Context: an optimization exercise on an open-source flow, tuned for small area, a short achievable clock period and few clock cycles per item. The choices shown serve that exercise and are no tape-out recipe. Power figures rest on the tool's default switching activity, not on a simulated workload.

## delta
==> flow/design.v (excerpt) <==
module tcp_rx (
    input  wire        clk,
    input  wire        rst,
    input  wire        start,
    output wire        ready,
    input  wire        raw,
    input  wire [31:0] src_addr,
    input  wire [31:0] dst_addr,
    input  wire [15:0] len,
    input  wire        in_valid,
    output wire        in_ready,
    input  wire [31:0] in_data,
    output reg         done,
    output reg  [1:0]  result,
    output reg  [15:0] csum,
    output reg  [2:0]  seg_class,
    output reg  [15:0] payload_len,
    output reg  [15:0] sport,
    output reg  [15:0] dport,
    output reg  [31:0] seq_num,
    output reg  [31:0] ack_num,
    output reg  [3:0]  doff,
    output reg  [5:0]  flags,
    output reg  [15:0] window,
    output reg  [15:0] cksum_field,
    output reg  [15:0] urg_ptr
);
    localparam [1:0] RES_OK        = 2'd0;
    localparam [1:0] RES_MALFORMED = 2'd1;
    localparam [1:0] RES_CHECKSUM  = 2'd2;
    localparam [2:0] C_NONE   = 3'd0;
    localparam [2:0] C_DATA   = 3'd1;
    localparam [2:0] C_SYN    = 3'd2;
    localparam [2:0] C_SYNACK = 3'd3;
  ...
Size: about 860 cells after synthesis, roughly 250 flip-flops, ~310 I/O pins, about 0.012 sq mm of cells after synthesis.
Settings: LEC_CHECK=0, CAP_MARGIN=20, CORE_MARGIN=2, CORE_UTILIZATION=40, PLACE_DENSITY=0.6, SLEW_MARGIN=20; clock period 11.0 ns.
standard.sh (not shown) runs the stock make flow with config.mk's settings and CLKGATE_MAP_FILE= SYNTH_SCRIPT=/design/flow/synth_recipe.tcl, a recipe that flattens the netlist after the stock synthesis.
==> flow/flow/run.sh <==
#!/bin/bash
# Layout flow: the standard ORFS flow (standard.sh) with these changes:
# - ports buffered by the smallest plain buffer (buf_1) instead of the
#   delay-cell buffer buffer_ports picks by default;
# - timing repair aimed at a setup margin below the clock period, so the
#   resizer works on the paths that set the achieved period;
# - clock tree synthesis without dummy loads.
# The make output goes to standard.log; each ORFS step writes its own log
# under orfs/logs/.
set -euo pipefail
bash standard.sh \
  "BUFFER_PORTS_ARGS=-buffer_cell sky130_fd_sc_hd__buf_1" \
  "SETUP_SLACK_MARGIN=7.7" \
  "CTS_ARGS=-sink_clustering_enable -repair_clock_nets -dont_use_dummy_load -sink_clustering_size 25 -sink_clustering_max_diameter 150" \
  finish > standard.log 2>&1
What epsilon does differently from delta at the input level:
--- a/flow/flow/run.sh
+++ b/flow/flow/run.sh
@@ -5,4 +5,7 @@
 # - timing repair aimed at a setup margin below the clock period, so the
-#   resizer works on the paths that set the achieved period;
-# - clock tree synthesis without dummy loads.
+#   resizer works on the paths that set the achieved period; that
+#   timing repair only resizes cells, swaps pins and removes buffers
+#   (SETUP_MOVE_SEQUENCE), it inserts no buffers;
+# - clock tree synthesis without dummy loads, with sink clusters of up to
+#   25 registers.
 # The make output goes to standard.log; each ORFS step writes its own log
@@ -13,2 +16,3 @@
   "SETUP_SLACK_MARGIN=7.7" \
+  "SETUP_MOVE_SEQUENCE=unbuffer,sizeup,swap" \
   "CTS_ARGS=-sink_clustering_enable -repair_clock_nets -dont_use_dummy_load -sink_clustering_size 25 -sink_clustering_max_diameter 150" \
==> comparison <==
epsilon against delta; first-pass GRT wire length is down by a few percent. | final area | epsilon vs delta | 400 sq um lower |. Critical setup path kind: reg -> out -> epsilon, in -> reg -> delta. Clock tree buffer count of the final layout came out exactly the same in epsilon and delta. Compared epsilon vs delta, and combined global-route utilization of all metal layers is down in epsilon. In epsilon, the via count of the first global-routing pass came out about 2.5% below the value in delta. Diff delta -> epsilon | final clock period utilization by the worst path | increase of 4.2 points. Per-cell via count in the routed design sits lower in epsilon than in delta. epsilon completed every stage of the flow, and the final layout passed the timing, design-rule and antenna checks. epsilon packs its core more loosely than delta.
No run of this note included a check of the RTL's function; only the layout flow was run.


== the previous run ==
tcp_rx, a different RTL version from the one above (not shown whole).
Size in the first run: ~250 flip-flops, about 310 I/O pins, roughly 13000 sq um of cells after synthesis.
export LEC_CHECK = 0
export CAP_MARGIN = 20
export CORE_MARGIN = 2
export CORE_UTILIZATION = 40
export PLACE_DENSITY = 0.6
export SLEW_MARGIN = 20
create_clock -name core_clock -period 11.0 [get_ports {clk}]
==> flow/flow/run.sh <==
#!/bin/bash
# Layout flow: the standard ORFS flow (standard.sh) with these changes:
# - ports buffered by the smallest plain buffer (buf_1) instead of the
#   delay-cell buffer buffer_ports picks by default;
# - timing repair aimed at a setup margin below the clock period, so the
#   resizer works on the paths that set the achieved period;
# - clock tree synthesis without dummy loads.
# The make output goes to standard.log; each ORFS step writes its own log
# under orfs/logs/.
set -euo pipefail
bash standard.sh \
  "BUFFER_PORTS_ARGS=-buffer_cell sky130_fd_sc_hd__buf_1" \
  "SETUP_SLACK_MARGIN=7.6" \
  "CTS_ARGS=-sink_clustering_enable -repair_clock_nets -dont_use_dummy_load -sink_clustering_size 20 -sink_clustering_max_diameter 80" \
  finish > standard.log 2>&1
Edits applied to the flow inputs when going from the previous run to the current run:
diff --git a/flow/flow/run.sh b/flow/flow/run.sh
--- a/flow/flow/run.sh
+++ b/flow/flow/run.sh
@@ -12,3 +12,3 @@
   "BUFFER_PORTS_ARGS=-buffer_cell sky130_fd_sc_hd__buf_1" \
-  "SETUP_SLACK_MARGIN=7.6" \
+  "SETUP_SLACK_MARGIN=7.0" \
   "CTS_ARGS=-sink_clustering_enable -repair_clock_nets -dont_use_dummy_load -sink_clustering_size 20 -sink_clustering_max_diameter 80" \
==> comparison <==
Between the previous run and the current run, the flow reports static leakage power decreasing slightly.
Compared with the previous run, in the current run cell count dropped about 1.3%, core utilization dropped 2.2 points, global-route met2 utilization dropped 1.8 points.
Compared the current run vs the previous run, and critical path arrival is down in the current run.
~same register cell area after layout in the previous run and the current run
From the previous run to the current run the numbers moved as follows: delay of the slowest critical-path stage +0.05 ns, highest clock frequency the design can meet shows a reduction of 10%, flip-flop and latch count about even, area added between synthesis and finish fell by 5.5 points.
Est. power | the current run vs the previous run | the current run lower
Function was not checked in any run of this note: the RTL went through the layout flow alone.


Setup of v35:
tcp_rx, a different RTL version from the one above (not shown whole).
For scale: ~900 cells after synthesis, about 260 flip-flops, ~310 I/O pins, about 12000 sq um of cells after synthesis.
==> flow/config.mk <==
export PLATFORM = sky130hd
export DESIGN_NAME = tcp_rx
export DESIGN_NICKNAME = tcp_rx
export VERILOG_FILES = /design/flow/design.v
export SDC_FILE = /design/flow/constraint.sdc
export NUM_CORES = 4
export LEC_CHECK = 0
export CAP_MARGIN = 20
export CORE_MARGIN = 2
export CORE_UTILIZATION = 40
export PLACE_DENSITY = 0.6
export SLEW_MARGIN = 20
==> flow/constraint.sdc <==
create_clock -name core_clock -period 11.0 [get_ports {clk}]
set_input_delay 2.2000 -clock core_clock [delete_from_list [all_inputs] [get_ports {clk}]]
set_output_delay 2.2000 -clock core_clock [all_outputs]
set_load 0.01 [all_outputs]
==> flow/flow/run.sh <==
#!/bin/bash
# Layout flow: the standard ORFS flow (standard.sh), with the ports
# buffered by the smallest plain buffer (buf_1) instead of the delay-cell
# buffer buffer_ports picks by default, and with timing repair aimed at a
# setup margin below the clock period so the resizer works on the paths
# that set the achieved period. The make output goes to standard.log; each
# ORFS step writes its own log under orfs/logs/.
set -euo pipefail
bash standard.sh \
  "BUFFER_PORTS_ARGS=-buffer_cell sky130_fd_sc_hd__buf_1" \
  "SETUP_SLACK_MARGIN=${MARGIN:-7.4}" \
  finish > standard.log 2>&1
v35 reached the end of the flow, and the finished layout is clean on the timing, design-rule and antenna checks.
What v28 does differently from v35 at the input level:
diff --git a/flow/flow/run.sh b/flow/flow/run.sh
--- a/flow/flow/run.sh
+++ b/flow/flow/run.sh
@@ -9,4 +9,4 @@
 bash standard.sh \
   "BUFFER_PORTS_ARGS=-buffer_cell sky130_fd_sc_hd__buf_1" \
-  "SETUP_SLACK_MARGIN=${MARGIN:-7.4}" \
+  "SETUP_SLACK_MARGIN=${MARGIN:-7.8}" \
   finish > standard.log 2>&1
- v28 against v35: core utilization has increased; layout overhead on the synthesized area up 9.1 points; number of gates resized after CTS rose by 151; final period utilization shows no meaningful change.
- Between v35 and v28, the sequential cell area is higher for v28.
- v28 against v35: clock-cell share of area was more or less identical, count of clock-buffer cells in the layout picked up an extra 2.9%.
- Wire length of the first global-routing pass: v28 worse than v35
- Overall routed net length (v35 / v28): 0.931
- | fraction of power spent switching nets | v28 vs v35 | ≈ equal |
Function was not checked in any run of this note: the RTL went through the layout flow alone.

==> what the ideal ports hide <==
The results above use ideal ports. As a check the final layouts listed here were re-extracted and re-timed, cells and wires unchanged. Step 1 (the two cells are an assumption about what drives the block):
set clk [get_ports {clk}]
set_driving_cell -lib_cell sky130_fd_sc_hd__clkbuf_16 $clk
set_driving_cell -lib_cell sky130_fd_sc_hd__buf_2 [delete_from_list [all_inputs] $clk]
Step 2 also shifts input and output timing later by t, the mid clock arrival at the registers, as if the neighbouring blocks saw the same clock. a / b / c = ideal / step 1 / step 2; a / b = the first two.
run | t, ns | setup WS [ns] | worst hold slack (ns)
delta | 0.511 | 7.613 / 7.627 / 7.120 | 0.466 / 0.466 / 0.466
epsilon | 0.509 | 7.149 / 7.100 / 7.072 | 0.459 / 0.459 / 0.459
the previous run | 0.532 | 7.547 / 7.547 / 7.036 | 0.438 / 0.438 / 0.438
the current run | 0.534 | 7.162 / 7.112 / 6.816 | 0.448 / 0.448 / 0.448
v35 | 0.594 | 7.426 / 7.426 / 7.019 | 0.450 / 0.450 / 0.450
v28 | 0.595 | 7.437 / 7.437 / 7.147 | 0.439 / 0.439 / 0.439
After both steps every run listed still meets setup and hold. For the previous run, which loses most, drivers alone change the setup slack by 0.000 ns; drivers and shift together by -0.511 ns.
